Source: an optimization exercise on an open RTL-to-GDS flow (aim: small area, a short achievable clock period and few clock cycles per item). Production flows keep margins and buffers that such runs may drop.
Only simulation tests tie the RTL to the original design; equivalence was not proved.
Power figures rest on the tool's default switching activity, not on a simulated workload.

== P ==
Design bf16_alu, start of the top module:
module bf16_alu (
    input  wire        clk,
    input  wire        rst,         
    input  wire        in_valid,
    output wire        in_ready,
    input  wire [2:0]  op,
    input  wire [15:0] a,
    input  wire [15:0] b,
    output reg         out_valid,
    output reg  [15:0] r
);
Size: roughly 1,700 cells after synthesis, roughly 86 flip-flops, ~56 I/O pins, ~0.013 mm^2 of cells after synthesis.
Settings: LEC_CHECK=0, CAP_MARGIN=20, CORE_MARGIN=2, CORE_UTILIZATION=70, PLACE_DENSITY=0.8, SLEW_MARGIN=20; clock period 46.0 ns.
run.sh (not shown) runs the stock make flow with config.mk's settings and CLKGATE_MAP_FILE= SYNTH_SCRIPT=/design/flow/synth_recipe.tcl, a recipe that flattens the netlist after the stock synthesis.
P finished all stages; the layout is clean.
Testbench counts of P, summed over its fixed seeds: cycles 32,024, items 32,000.
[inputs] R vs P
--- a/flow/config.mk
+++ b/flow/config.mk
@@ -8,5 +8,4 @@
 export CAP_MARGIN = 20
 export CORE_MARGIN = 2
-export CORE_UTILIZATION = 70
-export PLACE_DENSITY = 0.8
+export CORE_UTILIZATION = 40
 export SLEW_MARGIN = 20
[summary]
For R and P, there was not a single run that failed to finish clean. Taking P as the reference, in R routed wirelength normalized by instance count now smaller, global-route wire length before repair increased by 1.3% relative to the old numbers. Between R and P, it is R whose fraction of final layout cells sized beyond drive strength 1 is higher, by 0.28 points. In R the static leakage power turned out 0.020 nW higher than in P. Between R and P, the cell area is higher for R. Per the comparison of R with P, met1 capacity usage during global routing lost 19 points; data arrival at the endpoint of the critical path picked up an extra 310 ps; initial antenna violation count neither gained nor lost much; die boundary height picked up an extra 44 um; routed wire length picked up an extra about 2.8%.


Another version of the RTL of bf16_alu (not shown whole).
Size in the first run: roughly 1800 cells after synthesis, roughly 86 flip-flops, about 0.011 mm2 of cells after synthesis.
export LEC_CHECK = 0
export ABC_AREA = 1
export CAP_MARGIN = 20
export CORE_MARGIN = 2
export CORE_UTILIZATION = 70
export CTS_BUF_LIST = sky130_fd_sc_hd__clkbuf_8
export PLACE_DENSITY = 0.8
export SLEW_MARGIN = 20
create_clock -name core_clock -period 46.0 [get_ports {clk}]
standard.sh (not shown) runs the stock make flow with config.mk's settings and CLKGATE_MAP_FILE= SYNTH_SCRIPT=/design/flow/synth_recipe.tcl, a recipe that flattens the netlist after the stock synthesis.
==> flow/flow/run.sh <==
#!/bin/bash
# Standard layout, with two changes in how it is made:
# - the port buffers are plain buffers (buf_1) instead of the default delay cell;
# - the resizer's setup repair aims for slack well beyond the 46 ns clock,
#   so that it sizes the critical paths for speed.
export BUFFER_PORTS_ARGS="-buffer_cell sky130_fd_sc_hd__buf_1"
export SETUP_SLACK_MARGIN=36.0
bash standard.sh > standard.log 2>&1
Testbench counts at the start, summed over its fixed seeds: cycles 32,024, items 32,000.
Change:
Settings changed: CTS_BUF_LIST sky130_fd_sc_hd__clkbuf_8 to sky130_fd_sc_hd__clkbuf_4 sky130_fd_sc_hd__clkbuf_8.
The new run finished clean.
Count of clock-buffer cells in the layout does not change.
Via count stays the same.
Routed wire length does not change.
Area after synthesis stays the same.
Cell area is unchanged.
Register-to-register slack stays flat.
Clock power stays flat.


Another version of the RTL of bf16_alu (not shown whole).
==> flow/config.mk <==
export PLATFORM = sky130hd
export DESIGN_NAME = bf16_alu
export DESIGN_NICKNAME = bf16_alu
export VERILOG_FILES = /design/flow/design.v
export SDC_FILE = /design/flow/constraint.sdc
export NUM_CORES = 4
export LEC_CHECK = 0
export ABC_AREA = 1
export CAP_MARGIN = 20
export CORE_MARGIN = 2
export CORE_UTILIZATION = 70
export PLACE_DENSITY = 0.8
export SLEW_MARGIN = 20
==> flow/constraint.sdc <==
create_clock -name core_clock -period 46.0 [get_ports {clk}]
set_input_delay 9.2000 -clock core_clock [delete_from_list [all_inputs] [get_ports {clk}]]
set_output_delay 9.2000 -clock core_clock [all_outputs]
set_load 0.01 [all_outputs]
==> flow/flow/run.sh <==
#!/bin/bash
# Standard layout, with two changes in how it is made:
# - the port buffers are plain buffers (buf_2) instead of the default delay cell;
# - the resizer's setup repair aims for slack well beyond the 46 ns clock,
#   so that it sizes the critical paths for speed.
export BUFFER_PORTS_ARGS="-buffer_cell sky130_fd_sc_hd__buf_2"
export SETUP_SLACK_MARGIN=36.0
bash standard.sh > standard.log 2>&1
Testbench counts at the start, summed over its fixed seeds: cycles 32,024, items 32,000.
Next try:
- ABC_AREA: 1 -> unset
Outcome:
- The changed run ran to the end with no violations
- clock power rose by 8.6%
- core utilization fell by 0.71 points
- worst hold slack improves by 0.036 ns
- global-route usage grows by 3.0 points
- first-iteration DRC count increases by 31%
- synthesized area increases by 0.99%
- worst setup slack is worse by 0.0054 ns


bf16_alu, a different RTL version from the one above (not shown whole).
For scale: ~1900 cells after synthesis, ~86 flip-flops, about 56 I/O pins.
Settings: LEC_CHECK=0, ABC_AREA=1, CAP_MARGIN=20, CORE_MARGIN=2, CORE_UTILIZATION=70, PLACE_DENSITY=0.8, SLEW_MARGIN=20; clock period 46.0 ns.
Scripts as last shown in full above: flow/flow/run.sh
Testbench counts at the start, summed over its fixed seeds: cycles 32,024, items 32,000.
Rerun with:
Settings changed: CORE_UTILIZATION 70 to 80, CTS_CLUSTER_DIAMETER set to 300, CTS_CLUSTER_SIZE set to 100, PLACE_DENSITY 0.8 to 0.88.
What happened: Clock skew is about the same. Final area falls by about 0.54%. Wire length increases by about 2.2%. Area after synthesis does not change. Total power rises by about 1.3%. First-iteration DRC count rises by about 27%. Via count grows by about 3.8%. Hold slack improved by 0.0093 ns. Non-clock buffer count is unchanged. Global-route usage climbs by 5.8 points.


bf16_alu, a different RTL version from the one above (not shown whole).
Size: about 1800 cells after synthesis, ~86 flip-flops, roughly 12000 µm² of cells after synthesis.
## bf16_alu
module bf16_alu (
    input  wire        clk,
    input  wire        rst,         
    input  wire        in_valid,
    output wire        in_ready,
    input  wire [2:0]  op,
    input  wire [15:0] a,
    input  wire [15:0] b,
    output reg         out_valid,
    output reg  [15:0] r
);
    localparam N = 2;                      
    localparam RAW = 2'd0, DIV = 2'd1, NRM = 2'd2, SUM = 2'd3;
    assign in_ready = 1'b1;
    reg        v0;
    reg [2:0]  op0;
    reg [15:0] a0, b0;
    always @(posedge clk) begin
        v0  <= ~rst & in_valid;
        op0 <= op;
        a0  <= a;
        b0  <= b;
    end
    wire is_add = (op0[2:1] == 2'b00);
    wire is_mul = (op0 == 3'd2);
    wire is_div = (op0 == 3'd3);
    wire [15:0] bx = {b0[15] ^ (op0 == 3'd1), b0[14:0]};    
    wire a_ez, a_em, a_mz, b_ez, b_em, b_mz;
    wire [6:0] a_nm, b_nm;
    wire [2:0] a_k, b_k;
    wire [9:0] a_ee, b_ee;
    bf16_classify ca (.a(a0), .e_zero(a_ez), .e_max(a_em), .m_zero(a_mz), .nm(a_nm), .k(a_k), .ee(a_ee));
    bf16_classify cb (.a(b0), .e_zero(b_ez), .e_max(b_em), .m_zero(b_mz), .nm(b_nm), .k(b_k), .ee(b_ee));
    wire a_zero = a_ez & a_mz, a_inf = a_em & a_mz, a_nan = a_em & ~a_mz, a_den = a_ez & ~a_mz;
    wire b_zero = b_ez & b_mz, b_inf = b_em & b_mz, b_nan = b_em & ~b_mz;
    wire rs_md  = a0[15] ^ b0[15];
    wire       add_swap, add_far, add_rs, add_sub;
    wire [7:0] add_e;
    wire [8:0] add_x;
    bf16_addsub u_add (.a(a0), .b(bx), .a_zero(a_zero), .swap(add_swap), .far(add_far),
                       .rs(add_rs), .eff_sub(add_sub), .eb(add_e), .x(add_x));
    wire [8:0] mul_p;
    bf16_mul u_mul (.a_nm(a_nm), .b_nm(b_nm), .p(mul_p));
    wire       div_ge;
    wire [7:0] div_rem;
    wire [6:0] div_mq;
    bf16_div #(.N(N)) u_div (.a_nm(a_nm), .b_nm(b_nm), .ge(div_ge), .rem(div_rem), .mq(div_mq));
    wire [4:0] lp  = {2'b00, b_k} - {2'b00, a_k} - {4'd0, ~div_ge};
    wire div_sat   = ~lp[4] & (lp != 5'd0);
    wire [8:0] sat_e = {1'b0, a0[14:8], a0[7] | a_ez} + 9'd126;    
    wire [9:0] re_md = a_ee + (b_ee ^ {10{is_div}});
    reg sel_a, sel_b, sel_nan, sel_inf, sel_zero, sel_sat, sel_add, sel_mul, sel_div;
    always @* begin
  ...
clock: 46.0 ns
lec_check: 0
abc_area: 1
cap_margin: 20
core_margin: 2
core_utilization: 70
cts_buf_list: sky130_fd_sc_hd__clkbuf_4 sky130_fd_sc_hd__clkbuf_8
place_density: 0.8
slew_margin: 20
==> flow/flow/run.sh <==
#!/bin/bash
# Standard layout, with two changes in how it is made:
# - the port buffers are plain buffers (buf_1) instead of the default delay cell;
# - the resizer's setup repair aims for slack well beyond the 46 ns clock,
#   so that it sizes the critical paths for speed.
export BUFFER_PORTS_ARGS="-buffer_cell sky130_fd_sc_hd__buf_1"
export SETUP_SLACK_MARGIN=36.0
bash standard.sh > standard.log 2>&1
Testbench counts at the start, summed over its fixed seeds: cycles 32,024, items 32,000.
Edit:
==> flow/flow/run.sh (replaced) <==
#!/bin/bash
# Standard layout, with two changes in how it is made:
# - the port buffers are plain buffers (buf_2) instead of the default delay cell;
# - the resizer's setup repair aims for slack well beyond the 46 ns clock,
#   so that it sizes the critical paths for speed.
export BUFFER_PORTS_ARGS="-buffer_cell sky130_fd_sc_hd__buf_2"
export SETUP_SLACK_MARGIN=36.0
bash standard.sh > standard.log 2>&1
Settings changed: CTS_BUF_LIST sky130_fd_sc_hd__clkbuf_4 sky130_fd_sc_hd__clkbuf_8 to not set.
After rerunning:
- final area went up by 1.1%
- setup slack gains 0.049 ns
- first-iteration DRC count went down by 1.8%
- synthesized area is unchanged

==> port drivers added, routing unchanged <==
No port has a modelled driver above. Below, the same layouts with a new extraction and two added sets of constraints.
Step 1, drivers: a clkbuf_16 drives clk and a buf_2 each remaining input, both assumed.
Step 2 also shifts input and output timing later by t, the mid clock arrival at the registers, as if the neighbouring blocks saw the same clock.
Slacks: no drivers / after step 1 / after step 2; pairs: no drivers / after step 1.
run | t (ns) | setup WS [ns] | worst setup path after step 2
P | 0.410 | 35.482 / 35.482 / 35.482 | register to register
R | 0.417 | 35.156 / 35.156 / 35.156 | register to register
the first run of note 2 | 0.432 | 35.978 / 35.934 / 36.367 | register to output
the second run of note 2 | 0.432 | 35.978 / 35.934 / 36.367 | register to output
the first run of note 3 | 0.407 | 36.010 / 35.960 / 36.367 | register to output
the second run of note 3 | 0.403 | 36.005 / 35.958 / 36.361 | register to output
the first run of note 4 | 0.404 | 36.009 / 35.960 / 36.365 | register to output
the second run of note 4 | 0.408 | 36.016 / 35.968 / 36.376 | register to output
the first run of note 5 | 0.434 | 35.967 / 35.921 / 36.355 | register to output
the second run of note 5 | 0.403 | 36.016 / 35.966 / 36.369 | register to output
After both steps every run listed still meets setup and hold.
